Source: an optimization exercise on an open RTL-to-GDS flow (aim: small area, a short achievable clock period and few clock cycles per item). Production flows keep margins and buffers that such runs may drop. Only simulation tests tie the RTL to the original design; equivalence was not proved. Power figures rest on the tool's default switching activity, not on a simulated workload.

$ cat flow/design.v
module gt06_rx (
    input  wire        clk,
    input  wire        rst,
    input  wire        lenient,
    input  wire        in_valid,
    output wire        in_ready,
    input  wire [7:0]  in_data,
    output reg         rec_valid,
    input  wire        rec_ready,
    output reg  [2:0]  rec_type,
    output reg  [15:0] rec_data
);
    localparam [2:0] R_NOISE  = 3'd1,
                     R_BADLEN = 3'd2,
                     R_BADEND = 3'd3,
                     R_CRCERR = 3'd4,
                     R_HDR    = 3'd5;    
    localparam [2:0] S_SEEK0 = 3'd0,     
                     S_SEEK1 = 3'd1,     
                     S_GETL  = 3'd2,     
                     S_BODY  = 3'd3,     
                     S_E0    = 3'd4,     
                     S_E1    = 3'd5;     
    localparam QD = 4;                   
    reg [7:0] mem [0:255];
    reg [8:0] tail;                      
    reg [8:0] head;                      
    reg [7:0] rp;                        
    reg       rdy;
    reg [7:0] sb;                        
    reg       sb_v;
    reg [7:0] ib;                        
    reg       ib_v;
    assign in_ready = rdy;
    wire acc = in_valid & rdy;
    reg [2:0]  sst;
    reg        resc;                     
    reg [7:0]  rb;                       
    reg        rb_v;
    reg [8:0]  sp;                       
    reg [7:0]  len;
    reg [7:0]  cnt;                      
    reg [15:0] fcs;
    reg        crc_hi_ok;                
    reg [7:0]  e0;
    reg        crc_ok;
    reg        len_q;                    
    reg        crc_told;                 
    reg [8:0]  cand;                     
    reg [18:0] q [0:QD-1];
    reg [1:0]  qw, qr;
    reg [2:0]  qn;
    reg [2:0]  fn;                       
    reg        e_act;
    reg        e_first;
    reg [7:0]  e_cnt;
    wire [7:0] rd = mem[rp];
    function [15:0] crc_byte;
        input [15:0] f;
        input [7:0]  b;
        integer k;
        begin
            crc_byte = f ^ {8'h00, b};
            for (k = 0; k < 8; k = k + 1)
                crc_byte = crc_byte[0] ? ((crc_byte >> 1) ^ 16'h8408) : (crc_byte >> 1);
        end
    endfunction
    wire [7:0] b   = resc ? rb : sb;
    wire       bv  = resc ? rb_v : sb_v;
    wire full   = (tail[7:0] == head[7:0]) && (tail[8] != head[8]);
    wire q_full = qn[2];
    reg        want_push;
    reg [18:0] push_rec;
    reg        want_store;
    reg        take;                     
    reg        redo;                     
    reg [2:0]  sst_n;
    reg        is_frame;
    wire [15:0] fcs_n = crc_byte((sst == S_GETL) ? 16'hFFFF : fcs, b);
    wire        b78   = (b == 8'h78);
    always @(*) begin
        want_push  = 1'b0;
        push_rec   = {R_NOISE, 8'h00, b};
        want_store = 1'b0;
        take       = 1'b1;
        redo       = 1'b0;
        sst_n      = sst;
        is_frame   = 1'b0;
        case (sst)
            S_SEEK0: begin
                if (b78)
                    sst_n = S_SEEK1;
                else
                    want_push = 1'b1;
            end
            S_SEEK1: begin
                if (b78)
                    sst_n = S_GETL;
                else begin
                    want_push = 1'b1;
                    push_rec  = {R_NOISE, 16'h0078};
                    take      = 1'b0;
                    sst_n     = S_SEEK0;
                end
            end
            S_GETL: begin
                if (b < 8'd3) begin
                    want_push = 1'b1;
                    push_rec  = {R_BADLEN, 8'h00, b};
                    take      = 1'b0;
                    sst_n     = S_SEEK0;
                end else
                    sst_n = S_BODY;
            end
            S_BODY: begin
                want_store = 1'b1;
                if (cnt == 8'd1)
                    sst_n = S_E0;
            end
            S_E0: begin
                want_store = 1'b1;
                sst_n      = S_E1;
            end
            default: begin   
                if (e0 != 8'h0D || b != 8'h0A) begin
                    want_push = 1'b1;
                    push_rec  = {R_BADEND, e0, b};
                    take      = 1'b0;
                    redo      = 1'b1;
                    sst_n     = S_SEEK0;
                end else if (!crc_ok && !crc_told) begin
                    want_push = 1'b1;
                    push_rec  = {R_CRCERR, ~fcs};
                    take      = !len_q;
                    sst_n     = len_q ? S_E1 : S_SEEK0;
                end else begin
                    want_push = 1'b1;
                    push_rec  = {R_HDR, len, cand[7:0]};
                    is_frame  = 1'b1;
                    sst_n     = S_SEEK0;
                end
            end
        endcase
    end
    wire store = want_store & ~resc;
    wire go    = bv & ~(want_push & q_full) & ~(store & full);
    wire push  = go & want_push;
    wire cons  = go & take;              
    reg         o_vn;
    reg  [2:0]  o_tn;
    reg  [15:0] o_dn;
    wire        oload  = o_vn | rec_ready;
    wire [18:0] qh     = q[qr];
    wire        q_emp  = (qn == 3'd0);
    wire        pop    = ~e_act & ~q_emp & oload;
    wire        pop_fr = pop & (qh[18:16] == R_HDR);
    wire        e_step = e_act & oload;
    wire        e_last = e_step & (e_cnt == 8'd1);
    wire s_need = resc & (~rb_v | (cons & ~redo));
    wire s_more = (sp != tail);
    wire s_load = s_need & s_more & ~e_act;
    reg         nv;
    reg  [2:0]  nt;
    reg  [15:0] nd;
    always @(*) begin
        nv = ~o_vn;
        nt = ~o_tn;
        nd = ~o_dn;
        if (pop) begin
            if (pop_fr) begin
                nv        = 1'b0;
                nd[15:8]  = qh[15:8];            
            end else begin
                nv        = 1'b1;
                nt        = qh[18:16];
                nd        = qh[15:0];
            end
        end else if (e_step) begin
            if (e_first) begin
                nv        = 1'b1;
                nt        = 3'd5;
                nd[7:0]   = rd;
            end else if (e_cnt == 8'd2) begin
                nv        = 1'b0;
                nd[15:8]  = rd;                  
            end else if (e_cnt == 8'd1) begin
                nv        = 1'b1;
                nt        = 3'd7;
                nd[7:0]   = rd;
            end else begin
                nv        = 1'b1;
                nt        = 3'd6;
                nd        = {8'h00, rd};
            end
        end else if (oload)
            nv = 1'b0;
    end
    always @(posedge clk) begin
        if (!full)
            mem[tail[7:0]] <= sb;
    end
    wire [8:0] qh_pos = {head[8] ^ (qh[7:0] < head[7:0]), qh[7:0]};
    wire [8:0] keep   = (sst == S_BODY || sst == S_E0 || sst == S_E1) ? cand :
                        (resc ? sp : tail);
    always @(posedge clk)
        len_q <= lenient;
    always @(posedge clk) begin
        o_tn     <= ~nt;
        o_dn     <= ~nd;
        rec_type <= nt;
        rec_data <= nd;
    end
    always @(posedge clk) begin
        if (rst) begin
            rdy       <= 1'b1;
            sb_v      <= 1'b0;
            ib_v      <= 1'b0;
            sst       <= S_SEEK0;
            resc      <= 1'b0;
            rb_v      <= 1'b0;
            crc_told  <= 1'b0;
            tail      <= 9'd0;
            head      <= 9'd0;
            qw        <= 2'd0;
            qr        <= 2'd0;
            qn        <= 3'd0;
            fn        <= 3'd0;
            e_act     <= 1'b0;
            rec_valid <= 1'b0;
            o_vn      <= 1'b1;
        end else begin
            if (sb_v & ~(cons & ~resc)) begin
                if (acc) begin
                    ib   <= in_data;
                    ib_v <= 1'b1;
                end
            end else if (ib_v) begin
                sb   <= ib;
                sb_v <= 1'b1;
                ib_v <= 1'b0;
            end else begin
                sb   <= in_data;
                sb_v <= acc;
            end
            if (ib_v)
                rdy <= ~ib_v | (cons & ~resc);
            else
                rdy <= ~(acc & sb_v & ~(cons & ~resc));
            if (go) begin
                sst <= sst_n;
                case (sst)
                    S_GETL: begin
                        len  <= b;
                        cnt  <= b;
                        fcs  <= fcs_n;
                        cand <= resc ? sp : tail;
                    end
                    S_BODY: begin
                        cnt <= cnt - 8'd1;
                        if (cnt > 8'd2)
                            fcs <= fcs_n;
                        if (cnt == 8'd2)
                            crc_hi_ok <= (~fcs[15:8] == b);
                        if (cnt == 8'd1)
                            crc_ok <= crc_hi_ok & (~fcs[7:0] == b);
                    end
                    S_E0: e0 <= b;
                    default: ;
                endcase
                crc_told <= (sst == S_E1) && (sst_n == S_E1);
                if (store)
                    tail <= tail + 9'd1;
            end
            if (go & redo) begin
                resc <= 1'b1;
                rb   <= len;
                rb_v <= 1'b1;
                sp   <= cand;
            end else if (resc) begin
                if (s_load) begin
                    rb   <= rd;
                    rb_v <= 1'b1;
                    sp   <= sp + 9'd1;
                end else if (cons)
                    rb_v <= 1'b0;
                if ((~rb_v | cons) & ~s_more)
                    resc <= 1'b0;
            end
            if (push) begin
                q[qw] <= push_rec;
                qw    <= qw + 2'd1;
            end
            if (pop)
                qr <= qr + 2'd1;
            qn <= qn + {2'd0, push} - {2'd0, pop};
            fn <= fn + {2'd0, push & is_frame} - {2'd0, pop_fr};
            o_vn      <= ~nv;
            rec_valid <= nv;
            if (e_step & e_last)
                e_act <= 1'b0;
            else if (pop_fr)
                e_act <= 1'b1;
            if (pop_fr) begin
                e_first <= 1'b1;
                e_cnt   <= qh[15:8];
            end else if (e_step) begin
                e_first <= 1'b0;
                e_cnt   <= e_cnt - 8'd1;
            end
            if (pop_fr)
                rp <= qh[7:0];
            else if (e_act & ~e_last)
                rp <= rp + {7'd0, e_step};
            else if (go & redo)
                rp <= cand[7:0];
            else
                rp <= s_load ? sp[7:0] + 8'd1 : sp[7:0];
            if (pop_fr)
                head <= qh_pos;
            else if (~e_act & (fn == 3'd0) & ~(push & is_frame))
                head <= keep;
        end
    end
endmodule
$ cat flow/flow/run.sh
#!/bin/bash
# The standard layout, with repair_timing asked for extra setup slack so that
# the layout closes well below the design's clock period (which is unchanged).
set -euo pipefail
bash standard.sh SETUP_SLACK_MARGIN=9.3 finish > make_finish.log 2>&1
$ cat flow/standard.sh
#!/bin/bash
# synth_recipe.tcl (not shown) runs the flow's synth.tcl, then flattens the netlist and writes it again
# the make line also repeats each setting of config.mk as NAME=value (left out here)
make -C /OpenROAD-flow-scripts/flow DESIGN_CONFIG=/design/flow/config.mk WORK_HOME=/design/flow/orfs CLKGATE_MAP_FILE= SYNTH_SCRIPT=/design/flow/synth_recipe.tcl "${@:-finish}"
$ cat flow/config.mk
export PLATFORM = sky130hd
export DESIGN_NAME = gt06_rx
export DESIGN_NICKNAME = gt06_rx
export VERILOG_FILES = /design/flow/design.v
export SDC_FILE = /design/flow/constraint.sdc
export NUM_CORES = 4
export LEC_CHECK = 0
export CAP_MARGIN = 20
export CORE_MARGIN = 2
export CORE_UTILIZATION = 70
export CTS_CLUSTER_DIAMETER = 100
export CTS_CLUSTER_SIZE = 30
export SLEW_MARGIN = 20
$ cat flow/constraint.sdc
create_clock -name core_clock -period 13.0 [get_ports {clk}]
set_input_delay 2.6000 -clock core_clock [delete_from_list [all_inputs] [get_ports {clk}]]
set_output_delay 2.6000 -clock core_clock [all_outputs]
set_load 0.01 [all_outputs]
==> results of run 1 <==
-- layout make-up --
type	count	area, um2	share of cell area (%)
Tap cell	1742	2180	2.22
Clock buffer	114	2340	2.38
Inverter	67	282	0.287
Multi-Input combinational cell	1836	22400	22.8
Timing Repair Buffer	179	2360	2.40
Timing Repair inverter	1	8.76	0.00891
Clock inverter	5	70.1	0.0713
Sequential cell	2314	68600	69.9
Antenna cell	1	2.50	0.00255
-- flip-flops by register name, indices dropped and copies added (netlist names), 9 cells and up, named ones only --
signal	cells
mem	2048
q	76
fcs	16
o_dn	16
rec_data	16
cand	9
head	9
sp	9
tail	9
-- power groups by stage --
stage	Sequential [mW]	Combinational [mW]	Clock (mW)
after floorplan	8.73	2.35	0
after global placement	8.73	3.37	0
after detailed placement	8.73	3.42	0
after CTS	8.52	3.80	3.43
after global routing	8.54	4.10	3.64
final	8.53	3.93	3.41
-- routing by layer --
layer | vias up | global-route usage, % | wire, um
met5 | - | 0 | 35
met4 | 6 | 10.0 | 7540
met3 | 358 | 5.46 | 22300
met2 | 2590 | 51.5 | 105000
met1 | 23500 | 49.5 | 82700
li1 | 18200 | - | -
-- layout by cell type (no fill, tap or decap), types with 8 or more instances in the layout --
| cell type | instances |
|---|---|
| nand2b_1 | 15 |
| nor2_1 | 371 |
| a22oi_2 | 18 |
| mux2_2 | 22 |
| nand2_1 | 102 |
| inv_1 | 50 |
| edfxtp_1 | 2225 |
| nor2_2 | 22 |
| a21oi_1 | 64 |
| xor2_1 | 28 |
| xnor2_1 | 72 |
| o21ai_1 | 9 |
| clkbuf_16 | 98 |
| a221oi_1 | 11 |
| buf_4 | 83 |
| dfxtp_2 | 17 |
| clkbuf_1 | 24 |
| o21ai_2 | 8 |
| mux4_2 | 643 |
| or3_1 | 8 |
| nand3_1 | 35 |
| clkdlybuf4s50_1 | 10 |
| a31oi_1 | 14 |
| mux2i_1 | 17 |
| buf_16 | 25 |
| nand3_2 | 15 |
| buf_6 | 26 |
| buf_12 | 11 |
| ha_1 | 22 |
| a22oi_1 | 50 |
| nand4_1 | 15 |
| a22o_1 | 8 |
| nor3_1 | 11 |
| and2_4 | 8 |
| dfxtp_1 | 67 |
| o21ai_0 | 36 |
| nor2b_1 | 17 |
| inv_2 | 11 |
| nand3_4 | 13 |
| o22ai_1 | 16 |
-- cells in the mapped netlist, drive strengths merged (54+ instances only) --
master	number
a21oi	71
a22oi	68
buf	106
clkbuf	145
dfxtp	89
edfxtp	2225
inv	65
mux4	643
nand2	114
nand3	63
nor2	398
o21ai	54
xnor2	72
-- worst min path at each step --
stage,startpoint,cells past startpoint,endpoint
after floorplan,o_tn[0]$_DFF_P_,1,rec_type[0]$_DFF_P_
after global placement,o_tn[0]$_DFF_P_,1,o_tn[0]$_DFF_P_
after detailed placement,o_tn[0]$_DFF_P_,1,rec_type[0]$_DFF_P_
after CTS,o_dn[6]$_DFF_P_,1,rec_data[6]$_DFF_P_
final,o_dn[7]$_DFF_P_,1,rec_data[7]$_DFF_P_
after global routing,o_tn[0]$_DFF_P_,1,rec_type[0]$_DFF_P_
-- timing repair --
action | CTS | global route
pin swaps | 14 | 10
hold endpoints to repair | 0 | 0
gates resized for setup | 236 | 50
cloned | 13 | 8
setup buffers | 32 | 12
endpoints found under the setup margin | 1916 | 385
-- kinds of logic (layout without fill, tap and decap cells) --
kind of cell,after synthesis,after routing,share of synthesized area [%]
flops,2314,2314,75.0
simple gates,706,706,3.40
mux,684,684,16.3
buf+inv,318,366,1.53
compound gates,315,315,2.36
xor+xnor,101,101,0.967
fa+ha+maj,30,30,0.427
other cells,0,1,0
==> results_dict.tcl, run 1 <==
set metrics [dict create \
    overflow 0 \
    synth_seq_area_share_pct 75.0 \
    grt_antenna_before_repair 6 \
    drc_errors 0 \
    synth-seq-cells 2314 \
    dieArea_um2 134000 \
    netlist_area_um2 91500 \
    fin_hold_ws_ps 486 \
    vias_per_cell 7.15 \
    critPathTopFamily "flip-flops" \
    fin_crit_ps 3820 \
    p_leak_nw 30.0 \
    vias 44700 \
    cts_sinks 2314 \
    synth.area.top_cells "edfxtp_1 73%, mux4_2 16%, dfxtp_1 1.9%" \
    r2r_cells 3 \
    syn-instance-count 4468 \
    place_ws_ps 7270 \
    ioPinCount 34 \
    synth_cell_type_count 78 \
    drive_gt1_share_pct 25.3 \
    dp_hpwl_mm 128 \
    maxCapViolCount 0 \
    grt_max_degree 115 \
    seq_power_share_pct 53.7 \
    fin_area_um2 98300 \
    slew_viol_final 0 \
    grt_pass1_vias 43800 \
    htreeDepth 3 \
    power_frac_comb_pct 24.8 \
    critPathCaptureType "output pin" \
    syn_nets 4511 \
    final_nets 4529 \
    instances_no_fill 6259 \
    fmax_mhz 261 \
    switchingPower_mw 4.42 \
    tightest_slew_ps 1210 \
    synth-main-ff-cell "edfxtp_1" \
    setup_viol 0 \
    crit_chain "buf_6" \
    async_flop_share_pct 0 \
    r2r_start "tail[5]$_SDFFE_PP0P_" \
    clk_latency_ps 760 \
    core_um2 130000 \
    cellPowerDensity_nw_per_um2 162 \
    cp_slowest_cell "dfxtp_2" \
    start_util_pct 70.6 \
    globalplace.congestion 0.879 \
    hp-class "flip-flop to flip-flop" \
    dpl_cell_area_um2 94000 \
    clk_path_buf_depth 3 \
    synth_warnings 1 \
    drt_first_pass_iters 5 \
    path_clk_slew_ps 120 \
    grt_pass1_wl_mm 311 \
    synth_top_area_cell "edfxtp_1" \
    fin_crit_sh_pct 29.4 \
    avgSynthCellArea_um2 20.5 \
    cp.depth 1 \
    critical_path_class "flip-flop to output pin" \
    rr_endpoint "mem[248][3]$_DFFE_PP_" \
    n_fill_cell 6987 \
    synth_top_area_share_pct 73.0 \
    cts-buffers-inserted 87 \
    max-slew-margin-rel_pct 19.1 \
    fin_skew_ps 39.5 \
    path_buf_inv 1 \
    port_buffers 33 \
    cp-startpoint "rec_data[1]$_DFF_P_" \
    cp-endpoint "rec_data[1]" \
    status "finished clean" \
    start_kind "flip-flop" \
    power.share.clock_pct 21.5 \
    max_stage_delay_ps 370 \
    arrival_ps 1220 \
    internal-power_mw 11.4 \
    track_usage_pct 33.0 \
    timing.setup.tns_ps 0 \
    hold_buffers 0 \
    setup_ws_ps 9180 \
    cts_root_buffer "clkbuf_16" \
    wl_mm 218 \
    final-hold-violation-count 0 \
    cts_tree "yes" \
    die_h_um 365 \
    ant_nets 0 \
    synthToLayoutAreaGrowth_pct 7.41 \
    grt_setup_unrepaired "yes" \
    p_total_mw 15.9 \
    crit_fanout 1 \
    rows 132 \
    ir_drop_mv 0.181 \
    ff2ff_setup_slack_ps 9230 \
    crit_required_ps 10400 \
    p_sw_share_pct 27.9 \
    post-route-util_pct 75.8 \
    drtIter0Drc 6771 \
    synth-edff-count 2225 \
    routedWlPerCell_um 34.8 \
    dpl.cell_count 6073 \
    die_w_um 365 \
]
Testbench counts, summed over its fixed seeds: cycles 11,599, bytes 11,304.
==> inputs of run 2 (changes only) <==
--- a/flow/flow/run.sh
+++ b/flow/flow/run.sh
@@ -4,2 +4,2 @@
 set -euo pipefail
-bash standard.sh SETUP_SLACK_MARGIN=9.3 finish > make_finish.log 2>&1
+bash standard.sh SETUP_SLACK_MARGIN=9.5 finish > make_finish.log 2>&1
--- a/flow/config.mk
+++ b/flow/config.mk
@@ -9,5 +9,5 @@
 export CORE_MARGIN = 2
-export CORE_UTILIZATION = 70
+export CORE_UTILIZATION = 65
 export CTS_CLUSTER_DIAMETER = 100
-export CTS_CLUSTER_SIZE = 30
+export CTS_CLUSTER_SIZE = 28
 export SLEW_MARGIN = 20
==> results_dict.tcl, run 2 <==
set metrics [dict create \
    async_flop_share_pct 0 \
    grt_pass1_vias 43300 \
    netlist_area_um2 91500 \
    hold_buffers 0 \
    ioPinCount 34 \
    instances_no_fill 6527 \
    ir_drop_mv 0.142 \
    synth_commonest_cells "2225 x edfxtp_1, 643 x mux4_2, 397 x nor2_1" \
    syn-instance-count 4468 \
    maxCapViolCount 0 \
    fin_crit_sh_pct 29.4 \
    drtIter0Drc 6072 \
    start_kind "flip-flop" \
    cts-buffers-inserted 92 \
    max-slew-margin-rel_pct 25.4 \
    cts_root_buffer "clkbuf_16" \
    wl_mm 223 \
    p_leak_nw 31.1 \
    setup_viol 0 \
    dp_hpwl_mm 125 \
    power_frac_comb_pct 27.2 \
    power.share.clock_pct 21.2 \
    cts_sinks 2314 \
    die_h_um 379 \
    drive_gt1_share_pct 28.6 \
    overflow 0 \
    clk_path_buf_depth 3 \
    crit_fanout 2 \
    globalplace.congestion 0.875 \
    dpl.cell_count 6213 \
    post-route-util_pct 72.2 \
    critPathCaptureType "output pin" \
    rows 137 \
    critical_path_class "flip-flop to output pin" \
    largest_reg_flops 2048 \
    grt_pass1_wl_mm 313 \
    grt_setup_unrepaired "yes" \
    slew_viol_final 0 \
    synth_seq_area_share_pct 75.0 \
    internal-power_mw 11.8 \
    synth_cell_type_count 78 \
    routedWlPerCell_um 34.2 \
    path_buf_inv 1 \
    start_util_pct 65.6 \
    synth-edff-count 2225 \
    synth_top_area_share_pct 73.0 \
    max_stage_delay_ps 360 \
    drt_first_pass_iters 6 \
    drc_errors 0 \
    cts_tree "yes" \
    p_sw_share_pct 28.3 \
    core_um2 140000 \
    dieArea_um2 144000 \
    track_usage_pct 31.0 \
    synth-seq-cells 2314 \
    layout_commonest_cell "edfxtp_1" \
    die_w_um 379 \
    setup_ws_ps 9180 \
    arrival_ps 1220 \
    status "finished clean" \
    synthToLayoutAreaGrowth_pct 10.1 \
    fin_crit_ps 3820 \
    htreeDepth 3 \
    path_clk_slew_ps 110 \
    fin_hold_ws_ps 488 \
    synth_top_area_cell "edfxtp_1" \
    vias_per_cell 6.93 \
    place_ws_ps 7170 \
    avgSynthCellArea_um2 20.5 \
    yosysMostFrequentCell "edfxtp_1" \
    final-hold-violation-count 0 \
    cp_slowest_cell "dfxtp_2" \
    grt_max_degree 217 \
    seq_power_share_pct 51.6 \
    synth-main-ff-cell "edfxtp_1" \
    port_buffers 33 \
    fin_skew_ps 34.4 \
    synth_warnings 1 \
    synth.area.top_cells "edfxtp_1 73%, mux4_2 16%, dfxtp_1 1.9%" \
    grt_antenna_before_repair 1 \
    clk_latency_ps 760 \
    crit_required_ps 10400 \
    final_nets 4661 \
    critPathTopFamily "flip-flops" \
    crit_chain "buf_6" \
    ant_nets 0 \
    tightest_slew_ps 1120 \
    vias 45200 \
    syn_nets 4511 \
    final_cell_mix "2225 x edfxtp_1, 643 x mux4_2, 369 x nor2_1" \
    switchingPower_mw 4.66 \
    timing.setup.tns_ps 0 \
    n_fill_cell 8307 \
    fmax_mhz 262 \
    hp-class "flip-flop to flip-flop" \
    cellPowerDensity_nw_per_um2 164 \
]
-- run 2: cell counts after synthesis --
No cell type changed its count.
-- run 2: layout make-up --
class | instances | area (um2) | area share [%]
Antenna cell | 1 | 2.50 | 0.00249
Clock buffer | 120 | 2470 | 2.45
Clock inverter | 6 | 60.1 | 0.0596
Inverter | 67 | 288 | 0.286
Multi-Input combinational cell | 1836 | 22900 | 22.7
Sequential cell | 2314 | 68600 | 68.2
Tap cell | 1876 | 2350 | 2.33
Timing Repair Buffer | 306 | 4010 | 3.99
Timing Repair inverter | 1 | 8.76 | 0.00870
-- run 2: power groups by stage --
stage / Clock [mW] / Combinational [mW] / Sequential (mW)
3_5_place_dp: 0 / 3.46 / 8.71
3_3_place_gp: 0 / 3.42 / 8.71
6_report: 3.50 / 4.48 / 8.51
5_1_grt: 3.76 / 4.66 / 8.52
4_1_cts: 3.53 / 4.12 / 8.51
2_1_floorplan: 0 / 2.36 / 8.73
-- run 2: metrics by stage --
stage	instance area (um2)	total power, mW
2_1_floorplan	92000	11.1
3_3_place_gp	94300	12.1
3_5_place_dp	94300	12.2
4_1_cts	99200	16.2
5_1_grt	101000	16.9
6_report	101000	16.5
-- run 2: final timing paths --
check / startpoint / end / slack [ps] / cells after the start
worst max-delay path: rdy$_SDFF_PP1_ / in_ready / 9180 / 1
worst min register to register: o_dn[7]$_DFF_P_ / rec_data[7]$_DFF_P_ / 490 / 1
worst max register to register: sst[2]$_SDFFE_PP0N_ / qn[2]$_SDFF_PP0_ / 9420 / 14
worst min-delay path: o_dn[7]$_DFF_P_ / rec_data[7]$_DFF_P_ / 490 / 1
-- run 2: per-layer routing --
metal	track usage [%]	wire length, um	up-vias
met5	0	13	-
met4	8.41	6950	2
met3	4.58	19500	306
met2	48.5	108000	2266
met1	47.0	88200	24100
li1	-	-	18500
-- run 2: repair_timing --
action,CTS,global route
setup endpoints to repair,2319,1021
resized for setup,296,86
gates cloned,28,16
pin swaps,35,45
setup buffers,64,76
-- run 2: cells by family (layout without fill, tap and decap cells) --
family | count (synthesis) | in the layout | synth area share [%]
buffers and inverters | 318 | 500 | 1.53
other | 0 | 1 | 0
adder cells (fa/ha/maj) | 30 | 30 | 0.427
XOR/XNOR | 101 | 101 | 0.967
multiplexers | 684 | 684 | 16.3
AO/OA/AOI/OAI | 315 | 315 | 2.36
AND/OR/NAND/NOR | 706 | 706 | 3.40
flip-flops | 2314 | 2314 | 75.0

-- static timing again, ports no longer ideal --
The flow's constraints put no driver on any port. The routed layouts listed below were extracted and timed again, unchanged, in two steps. Step 1 sets driving cells, clkbuf_16 on the clock port and buf_2 on the other inputs (assumed; they add their load-dependent delay and slew). Step 2 times the ports against the registers' clock, not the clock port: input delays grow and output delays shrink by t, the midpoint of the rising clock arrivals with the driver on. a / b / c = ideal ports / drivers / drivers and shift; a / b = the first two.
| run | t, ns | setup slack, ns | hold WS [ns] | worst data-port slew with drivers (ns) |
|---|---|---|---|---|
| run 1 | 0.822 | 9.176 / 9.094 / 8.452 | 0.486 / 0.486 / 0.486 | 0.05 |
| run 2 | 0.831 | 9.183 / 9.096 / 8.425 | 0.488 / 0.488 / 0.488 | 0.05 |
After both steps every run listed still meets setup and hold. The setup slack of run 2, which loses most, moves by -0.087 ns with the drivers and by -0.758 ns with both steps.
